Background: an optimization exercise with open tools, aiming at small area, a short achievable clock period and few clock cycles per item. Do not read the settings as production practice.

## PW
==> module flex_bch, before the edit <==
module flex_bch (
    input  wire        clk,
    input  wire        rst,
    input  wire        in_valid,
    output wire        in_ready,
    input  wire        in_op,
    input  wire [31:0] in_word,
    output wire        out_valid,
    input  wire        out_ready,
    output wire [31:0] out_word,
    output wire        out_ok,
    output wire [1:0]  out_nfix
);
    wire [4:0] s1, s3;
    wire [9:0] e;            
    wire xn31 = in_word[4] ^ in_word[15];
    wire xn32 = in_word[2] ^ in_word[11];
    wire xn33 = in_word[1] ^ in_word[14];
    wire xn34 = in_word[10] ^ in_word[18];
    wire xn35 = in_word[0] ^ in_word[8];
    wire xn36 = in_word[3] ^ in_word[12];
    wire xn37 = in_word[7] ^ in_word[19];
    wire xn38 = in_word[16] ^ in_word[17];
    wire xn39 = in_word[22] ^ in_word[25];
    wire xn40 = in_word[5] ^ in_word[20];
    wire xn41 = in_word[6] ^ in_word[9];
    wire xn42 = xn31 ^ xn32;
    wire xn43 = xn33 ^ xn34;
    wire xn44 = in_word[13] ^ in_word[15];
    wire xn45 = in_word[21] ^ in_word[24];
    wire xn46 = xn35 ^ xn40;
    wire xn47 = in_word[13] ^ in_word[17];
    wire xn48 = in_word[0] ^ in_word[14];
    wire xn49 = in_word[11] ^ in_word[16];
    wire xn50 = xn36 ^ xn37;
    wire xn51 = xn38 ^ xn41;
    wire xn52 = xn36 ^ xn49;
    wire xn53 = xn32 ^ xn44;
    wire xn54 = in_word[23] ^ in_word[26];
    wire xn55 = in_word[8] ^ in_word[16];
    wire xn56 = in_word[13] ^ in_word[14];
    wire xn57 = in_word[9] ^ in_word[20];
    wire xn58 = in_word[10] ^ in_word[12];
    wire xn59 = in_word[27] ^ in_word[28];
    wire xn60 = in_word[7] ^ in_word[27];
    wire xn61 = in_word[6] ^ in_word[23];
    wire xn62 = xn35 ^ xn37;
    wire xn63 = in_word[19] ^ xn41;
    wire xn64 = xn39 ^ xn59;
    wire xn65 = xn33 ^ xn55;
    wire xn66 = xn39 ^ xn61;
    wire xn67 = xn45 ^ xn48;
    wire xn68 = xn31 ^ xn54;
    wire xn69 = xn47 ^ xn58;
    wire xn70 = xn46 ^ xn51;
    wire xn71 = xn42 ^ xn66;
    wire xn72 = xn42 ^ xn43;
    assign s1[0] = ((((in_word[13] ^ in_word[30]) ^ xn31) ^ (xn39 ^ xn40)) ^ (xn50 ^ xn65));
    assign s1[1] = ((((in_word[13] ^ in_word[18]) ^ (in_word[29] ^ in_word[6])) ^ xn42) ^ (xn50 ^ xn67));
    assign s1[2] = ((((in_word[28] ^ in_word[8]) ^ xn34) ^ (xn37 ^ xn38)) ^ xn71);
    assign s1[3] = ((((in_word[15] ^ in_word[22]) ^ (in_word[3] ^ in_word[5])) ^ (xn45 ^ xn60)) ^ (xn43 ^ xn51));
    assign s1[4] = ((((in_word[21] ^ in_word[2]) ^ xn56) ^ xn68) ^ xn70);
    assign s3[0] = ((((in_word[12] ^ in_word[25]) ^ (in_word[30] ^ in_word[6])) ^ (xn38 ^ xn45)) ^ xn72);
    assign s3[1] = ((((in_word[26] ^ in_word[4]) ^ xn57) ^ xn52) ^ (xn64 ^ xn67));
    assign s3[2] = ((((in_word[0] ^ in_word[18]) ^ (in_word[26] ^ in_word[5])) ^ (xn38 ^ xn39)) ^ (xn50 ^ xn53));
    assign s3[3] = ((((in_word[1] ^ in_word[21]) ^ (in_word[29] ^ in_word[5])) ^ xn64) ^ (xn68 ^ xn69));
    assign s3[4] = (((xn33 ^ xn60) ^ xn46) ^ xn71);
    assign e[0] = (xn69 ^ ((in_word[20] ^ xn37) ^ xn42));
    assign e[1] = (xn63 ^ (xn43 ^ xn52));
    assign e[2] = (xn53 ^ ((in_word[9] ^ (in_word[17] ^ in_word[5])) ^ (xn34 ^ xn35)));
    assign e[3] = (xn65 ^ ((in_word[19] ^ xn57) ^ xn53));
    assign e[4] = (xn62 ^ ((in_word[12] ^ xn44) ^ xn43));
    assign e[5] = (xn63 ^ (((in_word[20] ^ in_word[2]) ^ xn31) ^ (xn34 ^ xn48)));
    assign e[6] = (((in_word[9] ^ (in_word[7] ^ in_word[8])) ^ (xn36 ^ xn40)) ^ xn72);
    assign e[7] = (((in_word[4] ^ (in_word[10] ^ in_word[3])) ^ (xn32 ^ xn33)) ^ ((xn41 ^ xn47) ^ xn62));
    assign e[8] = ((((in_word[19] ^ in_word[1]) ^ xn31) ^ (in_word[3] ^ (in_word[11] ^ in_word[18]))) ^ xn70);
    assign e[9] = (xn52 ^ ((in_word[18] ^ xn56) ^ xn46));
    wire [9:0] d_hi = in_op ? {e[0], e[1], e[2], e[3], e[4], e[5], e[6], e[7], e[8], e[9]}
                            : in_word[30:21];
    reg        full;
    reg [30:0] word;
    assign in_ready  = !full || out_ready;
    assign out_valid = full;
    always @(posedge clk) begin
        if (rst)
            full <= 1'b0;
        else if (in_ready)
            full <= in_valid;
    end
    wire [24:0] g;
    wire [4:0]  tau;
    gf32_inv u_tab (.a(s1), .g(g), .tau(tau));
    wire [4:0] pa, pb, pc;
    gf32_mul u_pa (.a({15'd0, g[9:0]}), .b({3'b000, s3[1:0]}), .y(pa));
    gf32_mul u_pb (.a({5'd0, g[19:10], 10'd0}), .b({1'b0, s3[3:2], 2'b00}), .y(pb));
    assign pc = g[24:20] & {5{s3[4]}};
    wire d_ta = ~^(tau[1:0] & s3[1:0]);
    wire d_tb = ^(tau[3:2] & s3[3:2]);
    wire d_tc = tau[4] & s3[4];
    reg       b31, op, remz, ta, tb, tc;
    reg [4:0] ra, rb, rc, rd;
    always @(posedge clk) begin
        if (in_ready) begin
            b31  <= in_word[31];
            op   <= in_op;
            remz <= (s1 == 5'd0 && s3 == 5'd0);
            ta   <= d_ta;
            tb   <= d_tb;
            tc   <= d_tc;
            word <= {d_hi, in_word[20:0]};
            ra   <= pa;
            rb   <= pb;
            rc   <= pc;
            rd   <= pc ^ s1;
        end
    end
    wire fix = !op && !(ta ^ tb ^ tc);
    wire ok  = op || remz || fix;
    wire [4:0] rab = ra ^ rb;
    wire [4:0] r1 = rab ^ rd, r2 = rab ^ rc;
    wire b31_out = b31 && !ok;
    wire [30:0] m1, m2;
    gf32_log u_m1 (.a(r1), .m(m1));
    gf32_log u_m2 (.a(r2), .m(m2));
    wire [30:0] fixed = word ^ ((m1 | m2) & {31{fix}});
    assign out_word = {b31_out, fixed};
    assign out_ok   = ok;
    assign out_nfix = {fix && r1 != 5'd0, fix && r1 == 5'd0};
endmodule
Settings: LEC_CHECK=0, CAP_MARGIN=20, CORE_MARGIN=2, CORE_UTILIZATION=40, CTS_BUF_LIST=sky130_fd_sc_hd__clkbuf_4 sky130_fd_sc_hd__clkbuf_8, PLACE_DENSITY=0.6, SETUP_SLACK_MARGIN=3.5, SLEW_MARGIN=20; clock period 8.0 ns.
standard.sh (not shown) runs the stock make flow with config.mk's settings and CLKGATE_MAP_FILE= SYNTH_SCRIPT=/design/flow/synth_recipe.tcl, a recipe that flattens the netlist after the stock synthesis.
==> flow/flow/run.sh <==
#!/bin/bash
# Layout: the standard flow (ORFS synthesis, floorplan, power grid, place, CTS,
# route) with two changes:
#  - the half/full adder cells and the 3-input XOR/XNOR cells are added to the
#    platform's don't-use list, so Yosys's adder extraction leaves the XOR logic to
#    ABC, which maps it into faster 2-input gates;
#  - the port buffers are buf_2 cells instead of the delay cells buffer_ports picks.
# Registers are untouched: same names and cell types as the standard synthesis.
# ORFS writes each step's log to orfs/logs/; make's output goes to standard.log.
set -euo pipefail
export BUFFER_PORTS_ARGS="-buffer_cell sky130_fd_sc_hd__buf_2"
PLATFORM_DONT_USE=$(make -s -C "$FLOW_HOME" DESIGN_CONFIG="$PWD/config.mk" WORK_HOME="$PWD/orfs_q" print-DONT_USE_CELLS 2>/dev/null | sed -n 's/^DONT_USE_CELLS *: *//p')
rm -rf orfs_q
EXTRA=""
for c in ha_1 ha_2 ha_4 fa_1 fa_2 fa_4 xor3_1 xor3_2 xor3_4 xnor3_1 xnor3_2 xnor3_4; do
  EXTRA="$EXTRA sky130_fd_sc_hd__$c"
done
echo "DONT_USE_CELLS=$PLATFORM_DONT_USE$EXTRA" > dont_use.log
bash standard.sh "DONT_USE_CELLS=$PLATFORM_DONT_USE$EXTRA" finish > standard.log 2>&1
Relative to PW, the following input files were edited for JK:
--- a/flow/design.v
+++ b/flow/design.v
@@ -175,42 +175,30 @@
             full <= in_valid;
     end
     wire [24:0] g;
-    wire [4:0]  tau;
+    wire [4:0]  tau, x1, x2;
     gf32_inv u_tab (.a(s1), .g(g), .tau(tau));
-    wire [4:0] pa, pb, pc;
-    gf32_mul u_pa (.a({15'd0, g[9:0]}), .b({3'b000, s3[1:0]}), .y(pa));
-    gf32_mul u_pb (.a({5'd0, g[19:10], 10'd0}), .b({1'b0, s3[3:2], 2'b00}), .y(pb));
-    assign pc = g[24:20] & {5{s3[4]}};
-    wire d_ta = ~^(tau[1:0] & s3[1:0]);
-    wire d_tb = ^(tau[3:2] & s3[3:2]);
-    wire d_tc = tau[4] & s3[4];
-    reg       b31, op, remz, ta, tb, tc;
-    reg [4:0] ra, rb, rc, rd;
+    gf32_mul u_x2  (.a(g), .b(s3), .y(x2));
+    assign x1 = x2 ^ s1;
+    wire trc = ~^(tau & s3);
+    wire d_fix = !in_op && !trc;
+    wire d_ok  = in_op || (s1 == 5'd0 && s3 == 5'd0) || d_fix;
+    reg       b31, ok, fix;
+    reg [4:0] r1, r2;
     always @(posedge clk) begin
         if (in_ready) begin
-            b31  <= in_word[31];
-            op   <= in_op;
-            remz <= (s1 == 5'd0 && s3 == 5'd0);
-            ta   <= d_ta;
-            tb   <= d_tb;
-            tc   <= d_tc;
+            b31  <= in_word[31] && !d_ok;
+            ok   <= d_ok;
+            fix  <= d_fix;
             word <= {d_hi, in_word[20:0]};
-            ra   <= pa;
-            rb   <= pb;
-            rc   <= pc;
-            rd   <= pc ^ s1;
+            r1   <= x1;
+            r2   <= x2;
         end
     end
-    wire fix = !op && !(ta ^ tb ^ tc);
-    wire ok  = op || remz || fix;
-    wire [4:0] rab = ra ^ rb;
-    wire [4:0] r1 = rab ^ rd, r2 = rab ^ rc;
-    wire b31_out = b31 && !ok;
+    wire b31_out = b31;
     wire [30:0] m1, m2;
     gf32_log u_m1 (.a(r1), .m(m1));
     gf32_log u_m2 (.a(r2), .m(m2));
-    wire [30:0] fixed = word ^ ((m1 | m2) & {31{fix}});
-    assign out_word = {b31_out, fixed};
+    assign out_word = {b31_out, word ^ ((m1 | m2) & {31{fix}})};
     assign out_ok   = ok;
     assign out_nfix = {fix && r1 != 5'd0, fix && r1 == 5'd0};
 endmodule
Findings:
Area growth from synthesis to layout ended up 18 points higher on JK than on PW. Number of filler instances in the final layout, JK and PW: larger value in PW. Non-clock buffer count in the final layout grows by more than half when moving from PW to JK. Compared JK vs PW, and horizontal extent of the die is down in JK. Against PW, JK reports a average vias per placed instance that is lower. Against PW, JK reports a final clock period utilization by the worst path that is higher. Summary of JK over PW: worst hold slack has decreased, number of flip-flops and latches has decreased. Post-cts hold buffer count came out exactly the same in JK and PW.
Function was not checked in any run of this note: the RTL went through the layout flow alone.

[port drivers added, routing unchanged]
The results above use ideal ports. As a check the final layouts listed here were re-extracted and re-timed, cells and wires unchanged.
Step 1 assumes that a clkbuf_16 drives the clock port and a buf_2 every other input.
Step 2 also shifts input and output timing later by t, the mid clock arrival at the registers, as if the neighbouring blocks saw the same clock.
Three values: ideal, step 1, step 2; two values: the first two.
run | t (ns) | setup WS [ns] | worst register clock-pin slew, ns
PW | 0.372 | 3.590 / 3.596 / 3.223 | 0.08 / 0.08
JK | 0.341 | 3.438 / 3.448 / 3.107 | 0.10 / 0.10
After both steps every run listed still meets setup and hold. The setup slack of PW, which loses most, moves by +0.006 ns with the drivers and by -0.367 ns with both steps.
